What follows belongs to an exercise in optimizing a design on an open flow for small area, a short achievable clock period and few clock cycles; a production flow would make more cautious choices. Only simulation tests tie the RTL to the original design; equivalence was not proved. Power figures rest on the tool's default switching activity, not on a simulated workload.

[flow/constraint.sdc]
create_clock -name core_clock -period 12.0 [get_ports {clk}]
set_input_delay 2.4000 -clock core_clock [delete_from_list [all_inputs] [get_ports {clk}]]
set_output_delay 2.4000 -clock core_clock [all_outputs]
set_load 0.01 [all_outputs]
[flow/config.mk]
export PLATFORM = sky130hd
export DESIGN_NAME = hexl_modalu
export DESIGN_NICKNAME = hexl_modalu
export VERILOG_FILES = /design/flow/design.v
export SDC_FILE = /design/flow/constraint.sdc
export NUM_CORES = 4
export LEC_CHECK = 0
export CAP_MARGIN = 20
export CELL_PAD_IN_SITES_DETAIL_PLACEMENT = 1
export CELL_PAD_IN_SITES_GLOBAL_PLACEMENT = 2
export CORE_MARGIN = 2
export CORE_UTILIZATION = 20
export PLACE_DENSITY = 0.35
export SLEW_MARGIN = 20
[flow/run.sh]
#!/bin/bash
# synth_recipe.tcl (not shown) runs the flow's synth.tcl, then flattens the netlist and writes it again
# the make line also repeats each setting of config.mk as NAME=value (left out here)
make -C /OpenROAD-flow-scripts/flow DESIGN_CONFIG=/design/flow/config.mk WORK_HOME=/design/flow/orfs CLKGATE_MAP_FILE= SYNTH_SCRIPT=/design/flow/synth_recipe.tcl finish
[flow/design.v]
module hexl_modalu (
    input  wire        clk,
    input  wire        rst,         
    input  wire        start,
    input  wire [7:0]  opc,
    input  wire [2:0]  sel,
    input  wire [63:0] a,
    input  wire [63:0] b,
    input  wire [63:0] c,
    input  wire [63:0] q,
    output wire        ready,
    output reg         done,
    output reg  [63:0] result,
    output reg  [2:0]  err,
    output reg  [4:0]  err_detail
);
    localparam [7:0] OP_MFACT   = 8'h01;
    localparam [7:0] OP_MULLAZY = 8'h02;
    localparam [7:0] OP_MULMOD  = 8'h03;
    localparam [7:0] OP_MULMODP = 8'h04;
    localparam [7:0] OP_BRED    = 8'h05;
    localparam [7:0] OP_REDUCE  = 8'h06;
    localparam [7:0] OP_ADDMOD  = 8'h10;
    localparam [7:0] OP_SUBMOD  = 8'h11;
    localparam [7:0] OP_POWMOD  = 8'h12;
    localparam [7:0] OP_INVMOD  = 8'h13;
    localparam [2:0] E_NONE    = 3'd0;
    localparam [2:0] E_INVALID = 3'd1;
    localparam [2:0] E_DOMAIN  = 3'd2;
    localparam [2:0] E_ILLEGAL = 3'd4;
    localparam [4:0] D_ILLEGAL_OPCODE = 5'd1;
    localparam [4:0] D_UNUSED_FIELD   = 5'd3;
    localparam [4:0] D_MOD_ZERO       = 5'd4;
    localparam [4:0] D_BAD_BITSHIFT   = 5'd5;
    localparam [4:0] D_BAD_MODFACTOR  = 5'd6;
    localparam [4:0] D_OPERAND_GT_MOD = 5'd8;
    localparam [4:0] D_OPERAND_GE_MOD = 5'd9;
    localparam [4:0] D_X_TOO_WIDE     = 5'd10;
    localparam [4:0] D_MOD_TOO_WIDE   = 5'd11;
    localparam [4:0] D_NOT_INVERTIBLE = 5'd23;
    localparam [4:0] S_IDLE    = 5'd0;
    localparam [4:0] S_CHECK   = 5'd1;
    localparam [4:0] S_MUL     = 5'd2;
    localparam [4:0] S_DIV     = 5'd3;
    localparam [4:0] S_MFACT_1 = 5'd4;
    localparam [4:0] S_MM_1    = 5'd5;
    localparam [4:0] S_MM_2    = 5'd6;
    localparam [4:0] S_LZ_1    = 5'd7;
    localparam [4:0] S_LZ_2    = 5'd8;
    localparam [4:0] S_LZ_3    = 5'd9;
    localparam [4:0] S_BR_1    = 5'd10;
    localparam [4:0] S_BR_2    = 5'd11;
    localparam [4:0] S_PW_1    = 5'd12;
    localparam [4:0] S_PW_LOOP = 5'd13;
    localparam [4:0] S_PW_M1   = 5'd14;
    localparam [4:0] S_PW_M2   = 5'd15;
    localparam [4:0] S_PW_S1   = 5'd16;
    localparam [4:0] S_PW_S2   = 5'd17;
    localparam [4:0] S_IV_1    = 5'd18;
    localparam [4:0] S_IV_LOOP = 5'd19;
    localparam [4:0] S_IV_D    = 5'd20;
    localparam [4:0] S_IV_M    = 5'd21;
    localparam [4:0] S_IV_R    = 5'd22;
    reg [4:0]  state;
    reg [4:0]  ret;         
    reg [7:0]  cnt;
    reg [7:0]  r_opc;
    reg [2:0]  r_sel;
    reg [63:0] ra, rb, rc, rq;
    reg [63:0]  mul_a;
    reg [127:0] mul_p;
    reg [127:0] div_dq;
    reg [63:0]  div_rem;
    reg [63:0]  div_d;
    reg [63:0] w0, w1, w2, w3, w4;
    assign ready = (state == S_IDLE);
    wire op_known = (r_opc == OP_MFACT)  || (r_opc == OP_MULLAZY) ||
                    (r_opc == OP_MULMOD) || (r_opc == OP_MULMODP) ||
                    (r_opc == OP_BRED)   || (r_opc == OP_REDUCE)  ||
                    (r_opc == OP_ADDMOD) || (r_opc == OP_SUBMOD)  ||
                    (r_opc == OP_POWMOD) || (r_opc == OP_INVMOD);
    wire sel_is_bs = (r_opc == OP_MFACT) || (r_opc == OP_MULLAZY);
    wire sel_is_mf = (r_opc == OP_REDUCE);
    wire s64 = (r_sel == 3'd0);
    wire s52 = (r_sel == 3'd1);
    function fits_s;
        input [63:0] v;
        input [2:0]  s;
        begin
            case (s)
                3'd1:    fits_s = (v[63:52] == 12'd0);
                3'd2:    fits_s = (v[63:32] == 32'd0);
                default: fits_s = 1'b1;
            endcase
        end
    endfunction
    reg [2:0] chk_err;
    reg [4:0] chk_det;
    always @* begin
        chk_err = E_NONE;
        chk_det = 5'd0;
        if (!op_known) begin
            chk_err = E_ILLEGAL; chk_det = D_ILLEGAL_OPCODE;
        end else if (!sel_is_bs && !sel_is_mf && r_sel != 3'd0) begin
            chk_err = E_ILLEGAL; chk_det = D_UNUSED_FIELD;
        end else if (sel_is_bs && r_sel > 3'd2) begin
            chk_err = E_INVALID; chk_det = D_BAD_BITSHIFT;
        end else if (sel_is_mf && r_sel > 3'd3) begin
            chk_err = E_INVALID; chk_det = D_BAD_MODFACTOR;
        end else if (rq == 64'd0) begin
            chk_err = E_INVALID; chk_det = D_MOD_ZERO;
        end else begin
            case (r_opc)
                OP_MFACT:
                    if (ra > rq) begin
                        chk_err = E_INVALID; chk_det = D_OPERAND_GT_MOD;
                    end
                OP_MULLAZY:
                    if (rb >= rq) begin
                        chk_err = E_INVALID; chk_det = D_OPERAND_GE_MOD;
                    end else if (!fits_s(rq, r_sel)) begin
                        chk_err = E_INVALID; chk_det = D_MOD_TOO_WIDE;
                    end else if (!fits_s(ra, r_sel)) begin
                        chk_err = E_INVALID; chk_det = D_X_TOO_WIDE;
                    end
                OP_MULMOD, OP_MULMODP, OP_ADDMOD, OP_SUBMOD:
                    if (ra >= rq || rb >= rq) begin
                        chk_err = E_INVALID; chk_det = D_OPERAND_GE_MOD;
                    end
                default: ;
            endcase
        end
    end
    wire [64:0] add_sum = {1'b0, ra} + {1'b0, rb};
    wire [64:0] add_res = (add_sum >= {1'b0, rq}) ? add_sum - {1'b0, rq} : add_sum;
    wire [63:0] sub_res = (ra >= rb) ? ra - rb : ra + rq - rb;
    wire [65:0] q1 = {2'b00, rq};
    wire [65:0] q2 = {1'b0, rq, 1'b0};
    wire [65:0] q4 = {rq, 2'b00};
    wire [65:0] red0 = {2'b00, ra};
    wire [65:0] red1 = (r_sel == 3'd3 && red0 >= q4) ? red0 - q4 : red0;
    wire [65:0] red2 = (r_sel >= 3'd2 && red1 >= q2) ? red1 - q2 : red1;
    wire [65:0] red3 = (r_sel >= 3'd1 && red2 >= q1) ? red2 - q1 : red2;
    wire [63:0] lz_qh = s64 ? mul_p[127:64] :
                        s52 ? mul_p[115:52] : mul_p[95:32];
    wire [64:0] mul_sum  = {1'b0, mul_p[127:64]} + {1'b0, mul_a};
    wire [64:0] div_try  = {div_rem, div_dq[127]};
    wire        div_ge   = (div_try >= {1'b0, div_d});
    wire [64:0] div_diff = div_try - {1'b0, div_d};
    wire [63:0] lz_r   = w1 - mul_p[63:0];
    wire [63:0] br_r   = ra - mul_p[63:0];
    wire [63:0] iv_t2  = (w2 >= div_rem) ? w2 - div_rem : w2 + rq - div_rem;
    always @(posedge clk) begin
        done <= 1'b0;
        if (rst) begin
            state <= S_IDLE;
        end else begin
            case (state)
                S_IDLE: begin
                    if (start) begin
                        r_opc <= opc;
                        r_sel <= sel;
                        ra <= a;
                        rb <= b;
                        rc <= c;
                        rq <= q;
                        state <= S_CHECK;
                    end
                end
                S_CHECK: begin
                    if (chk_err != E_NONE) begin
                        result <= 64'd0;
                        err <= chk_err;
                        err_detail <= chk_det;
                        done <= 1'b1;
                        state <= S_IDLE;
                    end else begin
                        err <= E_NONE;
                        err_detail <= 5'd0;
                        case (r_opc)
                            OP_MFACT: begin
                                div_dq <= s64 ? {ra, 64'd0} :
                                          s52 ? {12'd0, ra, 52'd0} :
                                                {32'd0, ra, 32'd0};
                                div_rem <= 64'd0;
                                div_d <= rq;
                                cnt <= 8'd0;
                                ret <= S_MFACT_1;
                                state <= S_DIV;
                            end
                            OP_MULLAZY, OP_MULMODP: begin
                                mul_a <= ra;
                                mul_p <= {64'd0, rc};
                                cnt <= 8'd0;
                                ret <= S_LZ_1;
                                state <= S_MUL;
                            end
                            OP_MULMOD: begin
                                mul_a <= ra;
                                mul_p <= {64'd0, rb};
                                cnt <= 8'd0;
                                ret <= S_MM_1;
                                state <= S_MUL;
                            end
                            OP_BRED: begin
                                mul_a <= ra;
                                mul_p <= {64'd0, rb};
                                cnt <= 8'd0;
                                ret <= S_BR_1;
                                state <= S_MUL;
                            end
                            OP_REDUCE: begin
                                result <= red3[63:0];
                                done <= 1'b1;
                                state <= S_IDLE;
                            end
                            OP_ADDMOD: begin
                                result <= add_res[63:0];
                                done <= 1'b1;
                                state <= S_IDLE;
                            end
                            OP_SUBMOD: begin
                                result <= sub_res;
                                done <= 1'b1;
                                state <= S_IDLE;
                            end
                            OP_POWMOD: begin
                                div_dq <= {64'd0, ra};
                                div_rem <= 64'd0;
                                div_d <= rq;
                                cnt <= 8'd0;
                                ret <= S_PW_1;
                                state <= S_DIV;
                            end
                            default: begin  
                                div_dq <= {64'd0, ra};
                                div_rem <= 64'd0;
                                div_d <= rq;
                                cnt <= 8'd0;
                                ret <= S_IV_1;
                                state <= S_DIV;
                            end
                        endcase
                    end
                end
                S_MUL: begin
                    if (mul_p[0])
                        mul_p <= {mul_sum, mul_p[63:1]};
                    else
                        mul_p <= {1'b0, mul_p[127:1]};
                    cnt <= cnt + 8'd1;
                    if (cnt == 8'd63)
                        state <= ret;
                end
                S_DIV: begin
                    if (div_ge)
                        div_rem <= div_diff[63:0];
                    else
                        div_rem <= div_try[63:0];
                    div_dq <= {div_dq[126:0], div_ge};
                    cnt <= cnt + 8'd1;
                    if (cnt == 8'd127)
                        state <= ret;
                end
                S_MFACT_1: begin
                    result <= div_dq[63:0];
                    done <= 1'b1;
                    state <= S_IDLE;
                end
                S_MM_1: begin
                    div_dq <= mul_p;
                    div_rem <= 64'd0;
                    div_d <= rq;
                    cnt <= 8'd0;
                    ret <= S_MM_2;
                    state <= S_DIV;
                end
                S_MM_2: begin
                    result <= div_rem;
                    done <= 1'b1;
                    state <= S_IDLE;
                end
                S_LZ_1: begin
                    w0 <= (r_opc == OP_MULMODP) ? mul_p[127:64] : lz_qh;
                    mul_a <= rb;
                    mul_p <= {64'd0, ra};
                    cnt <= 8'd0;
                    ret <= S_LZ_2;
                    state <= S_MUL;
                end
                S_LZ_2: begin
                    w1 <= mul_p[63:0];
                    mul_a <= w0;
                    mul_p <= {64'd0, rq};
                    cnt <= 8'd0;
                    ret <= S_LZ_3;
                    state <= S_MUL;
                end
                S_LZ_3: begin
                    if (r_opc == OP_MULMODP && lz_r >= rq)
                        result <= lz_r - rq;
                    else
                        result <= lz_r;
                    done <= 1'b1;
                    state <= S_IDLE;
                end
                S_BR_1: begin
                    mul_a <= mul_p[127:64];
                    mul_p <= {64'd0, rq};
                    cnt <= 8'd0;
                    ret <= S_BR_2;
                    state <= S_MUL;
                end
                S_BR_2: begin
                    result <= (br_r >= rq) ? br_r - rq : br_r;
                    done <= 1'b1;
                    state <= S_IDLE;
                end
                S_PW_1: begin
                    w0 <= div_rem;
                    w1 <= (rq == 64'd1) ? 64'd0 : 64'd1;
                    w2 <= rb;
                    state <= S_PW_LOOP;
                end
                S_PW_LOOP: begin
                    if (w2 == 64'd0) begin
                        result <= w1;
                        done <= 1'b1;
                        state <= S_IDLE;
                    end else if (w2[0]) begin
                        mul_a <= w1;
                        mul_p <= {64'd0, w0};
                        cnt <= 8'd0;
                        ret <= S_PW_M1;
                        state <= S_MUL;
                    end else begin
                        mul_a <= w0;
                        mul_p <= {64'd0, w0};
                        cnt <= 8'd0;
                        ret <= S_PW_S1;
                        state <= S_MUL;
                    end
                end
                S_PW_M1: begin
                    div_dq <= mul_p;
                    div_rem <= 64'd0;
                    div_d <= rq;
                    cnt <= 8'd0;
                    ret <= S_PW_M2;
                    state <= S_DIV;
                end
                S_PW_M2: begin
                    w1 <= div_rem;
                    mul_a <= w0;
                    mul_p <= {64'd0, w0};
                    cnt <= 8'd0;
                    ret <= S_PW_S1;
                    state <= S_MUL;
                end
                S_PW_S1: begin
                    div_dq <= mul_p;
                    div_rem <= 64'd0;
                    div_d <= rq;
                    cnt <= 8'd0;
                    ret <= S_PW_S2;
                    state <= S_DIV;
                end
                S_PW_S2: begin
                    w0 <= div_rem;
                    w2 <= {1'b0, w2[63:1]};
                    state <= S_PW_LOOP;
                end
                S_IV_1: begin
                    if (div_rem == 64'd0) begin
                        result <= 64'd0;
                        err <= E_DOMAIN;
                        err_detail <= D_NOT_INVERTIBLE;
                        done <= 1'b1;
                        state <= S_IDLE;
                    end else begin
                        w0 <= rq;
                        w1 <= div_rem;
                        w2 <= 64'd0;
                        w3 <= 64'd1;
                        state <= S_IV_LOOP;
                    end
                end
                S_IV_LOOP: begin
                    if (w1 == 64'd0) begin
                        if (w0 == 64'd1) begin
                            result <= w2;
                        end else begin
                            result <= 64'd0;
                            err <= E_DOMAIN;
                            err_detail <= D_NOT_INVERTIBLE;
                        end
                        done <= 1'b1;
                        state <= S_IDLE;
                    end else begin
                        div_dq <= {64'd0, w0};
                        div_rem <= 64'd0;
                        div_d <= w1;
                        cnt <= 8'd0;
                        ret <= S_IV_D;
                        state <= S_DIV;
                    end
                end
                S_IV_D: begin
                    w4 <= div_rem;
                    mul_a <= div_dq[63:0];
                    mul_p <= {64'd0, w3};
                    cnt <= 8'd0;
                    ret <= S_IV_M;
                    state <= S_MUL;
                end
                S_IV_M: begin
                    div_dq <= mul_p;
                    div_rem <= 64'd0;
                    div_d <= rq;
                    cnt <= 8'd0;
                    ret <= S_IV_R;
                    state <= S_DIV;
                end
                S_IV_R: begin
                    w0 <= w1;
                    w1 <= w4;
                    w2 <= w3;
                    w3 <= iv_t2;
                    state <= S_IV_LOOP;
                end
                default: state <= S_IDLE;
            endcase
        end
    end
endmodule
==> impl_results.md <==
* #FFs+latches synth at 1125
* CP Class: reg2reg
* Post-DR vias/cell at 5.678
* Crit path DAT at 12260 ps
* FFs w/ async S/R, synth at 0
* Initial Util at 0.2005
* Skew final at 148.5 ps
* First-pass GRT wire length at 1361000 um
* Post-synth EDFFs at 1119
* Final Wtd Congestion at 0.9533
* Fin util at 0.2408
* # hold bufs at CTS at 0
* Hold Path Class: reg2reg
* Vias in the first global route at 137000
* Largest net degree at the start of global routing at 110
* Dpl hpwl at 869200 um
* # rows at 288
* Initial antenna violation count at 227
* Clock buffer count from CTS at 180
* Die Y at 789.1 um
* Final setup violation count at 0
* Slew @ Worst Pin at 1333 ps
* Mapped Nets at 16400
* Final Hold Fails at 0
* IO Port Bufs at 343
* Layout cell share with drive strength beyond 1 at 0.1004
* Synth Instances at 14910
* Hold depth at 2
* Unique masters post-synth at 125
* DRT iter0 DRCs at 17290
* Fillers at 71810
* Htree depth at 4
* Cell Area, Synth at 123300 um2
* Overflow after GRT at 0
* Reg2Reg Depth at 40
* Hold_sp: div_dq[66]$_DFFE_PP_
* Slew HR at 0.1022
* RSZ-0062 raised after global routing: false
* # DRC at 0
* Sequential area share after synthesis at 0.2735
* Total vias in the final route at 135700
* Setup TNS at 0 ps
* CP max-delay cell: edfxtp_1
* Yosys Warn Count at 1
* Finished Layout Cells at 23910
* Slowest stage delay, CP at 710 ps
* Syn Area/Cell at 8.270 um2
* Core area at 614800 um2
* CTS tree: built
* Max-cap violation count at 0
* CTS Sinks at 1125
* Placed insts at 23470
* Bufs on Longest Clock Path at 4
* Pleak at 58.96 nW
* Layout area overhead at 20.05%
* Total track usage at 0.3248
* Final ANT Viol Nets at 0
* Slew Viols, Final at 0
* CP Launch Type: flop
* DRT Pass-1 Iters at 14
* Die area at 622700 um2
* Reg2reg start: rq[34]$_DFFE_PP_
* Critical Path RT at 12620 ps
* CTS Root Cell: clkbuf_16
* Top FF cell, synth: edfxtp_1
* Critical R2R Capture: result[19]$_DFFE_PP_
* Routed WL per cell at 44.11 um
* Die span in x at 789.1 um
* Top Ports at 344
* Peak VDD IR at 0.0001158 V
* CTS clk-pin slew, worst paths at 70 ps
* Cell Pwr Density at 200.5 nW/um2
* CP max FO at 22
* Critical Path Sink Type: flop
* Final nets at 17030
* Leading registers by flop count: div_dq x128, mul_p x128
* Hold Crit Endpoint: div_dq[67]$_DFFE_PP_
* Fmax at 0.08594 GHz
* Status: timing/DRC/antenna clean
* Post-Route WL at 1055000 um
* Worst skew pair latency at 990 ps
* Crit-path most repeated cell: buf_12
* R2R setup slack at 360 ps
* Final worst-path cycle share at 0.9697
* Min cycle time layout at 11640 ps
* Final hold slack at 461.0 ps
## cells in the mapped netlist (all sizes together) (237+ instances only)
| cell type | n | area, um2 |
|---|---|---|
| mux2i | 238 | 2382 |
| nand3 | 287 | 1449 |
| inv | 1181 | 4433 |
| nand4 | 237 | 1504 |
| a21o | 575 | 4317 |
| edfxtp | 1119 | 33600 |
| xor2 | 286 | 2505 |
| ha | 1083 | 13550 |
| clkbuf | 704 | 2645 |
| nor2 | 1077 | 4045 |
| xnor2 | 581 | 5089 |
| o21ai | 1036 | 5200 |
| a21oi | 1379 | 6969 |
| a222oi | 422 | 4224 |
| nand2 | 1410 | 5298 |
## worst max-delay path, delay by kind of cell, from the launching register on
kind                     cells  cell delay (ps)
AO/OA/AOI/OAI               15             3250
AND/OR/NAND/NOR             10             3160
buffers and inverters        9             1810
adder cells (fa/ha/maj)      3             1180
multiplexers                 3             1020
flip-flops                   1              710
## cell type report
cell class / instances / area (um2) / area share
diodes: 109 / 272.8 / 0.001843
clock buffers: 211 / 4642 / 0.03136
clock inverters: 116 / 1186 / 0.008014
inverters: 1184 / 4444 / 0.03003
multi-input cells: 11760 / 82560 / 0.5578
flip-flops and latches: 1125 / 33720 / 0.2278
well taps: 8120 / 10160 / 0.06865
repair buffers: 1287 / 11020 / 0.07446
## worst max-delay path by stage
| stage | from | end |
|---|---|---|
| after floorplan | rq[63]$_DFFE_PP_ | div_dq[0]$_DFFE_PP_ |
| after global placement | ra[2]$_DFFE_PP_ | result[19]$_DFFE_PP_ |
| after detailed placement | rq[23]$_DFFE_PP_ | result[19]$_DFFE_PP_ |
| after CTS | rq[33]$_DFFE_PP_ | result[19]$_DFFE_PP_ |
| after global routing | ra[2]$_DFFE_PP_ | result[28]$_DFFE_PP_ |
| final | rq[34]$_DFFE_PP_ | result[19]$_DFFE_PP_ |
## stage by stage
| stage | power, mW | worst slack, ps | instance area [um2] |
|---|---|---|---|
| floorplan | 15.62 | 148.1 | 123300 |
| global placement | 23.88 | -170.8 | 141700 |
| detailed placement | 23.88 | -1.209 | 141800 |
| CTS | 29.66 | 168.7 | 147700 |
| global route | 31.09 | 47.87 | 147900 |
| finish | 29.67 | 363.6 | 148000 |
## repair_timing
| item | CTS | global route |
|---|---|---|
| buffers inserted | 1 | 1 |
| resized for setup | 4 | 6 |
| endpoints found under the hold margin | 0 | 0 |
| endpoints found under the setup margin | 7 | 53 |
| cloned | 0 | 0 |
## report_power, final
group | internal (mW) | total (mW) | leakage, nW | switching (mW)
logic | 6.07 | 18.8 | 45.8 | 12.7
registers | 4.83 | 5.30 | 10.4 | 0.461
clock network | 3.14 | 5.60 | 2.82 | 2.46
## cell families after synthesis
kind of cell             share of synthesized area
multiplexers                               0.02392
flip-flops                                  0.2735
AO/OA/AOI/OAI                               0.2895
AND/OR/NAND/NOR                             0.1550
buffers and inverters                      0.06400
XOR/XNOR                                   0.06159
adder cells (fa/ha/maj)                     0.1325
## layer usage
layer	track usage	part of all wire	vias to the layer above
met5	0	0.00016	-
met4	0.1563	0.059	24
met1	0.4386	0.44	70990
met2	0.4971	0.43	6159
met3	0.06042	0.074	1168
li1	-	-	57410
## cell usage in the layout, fill, tap and decap left out, drive strengths merged, types with 422 or more instances in the layout
cell	count
nor2	1077
edfxtp	1119
ha	1083
a21o	575
a21oi	1379
o21ai	1036
nand2	1410
xnor2	581
buf	943
a222oi	422
inv	1186
Testbench counts, summed over its fixed seeds: cycles 980,443.

[re-timing with driven ports]
How much do the figures lean on ideal ports? The routed layout below was timed once more, with nothing changed but the port constraints. Step 1: set_driving_cell puts a clkbuf_16 on clk and a buf_2 on each other input, an assumption about the parent block. Step 2 adds t to the input delays and takes it off the output delays; t is the mean of the earliest and latest rising clock arrival at the registers after step 1. Input paths then give back, and output paths get back, about the clock's delay inside the block. a / b / c = no drivers / after step 1 / after step 2; a / b = the first two.
t, ns: 1.056
slack for setup (ns): 0.364 / 0.364 / 0.364
worst hold slack (ns): 0.461 / 0.461 / 0.461
worst setup path at the end: register to register
worst data-port slew with drivers (ns): 0.31
After both steps this run still meets setup and hold. For this run, drivers alone change the setup slack by 0.000 ns; drivers and shift together by 0.000 ns.
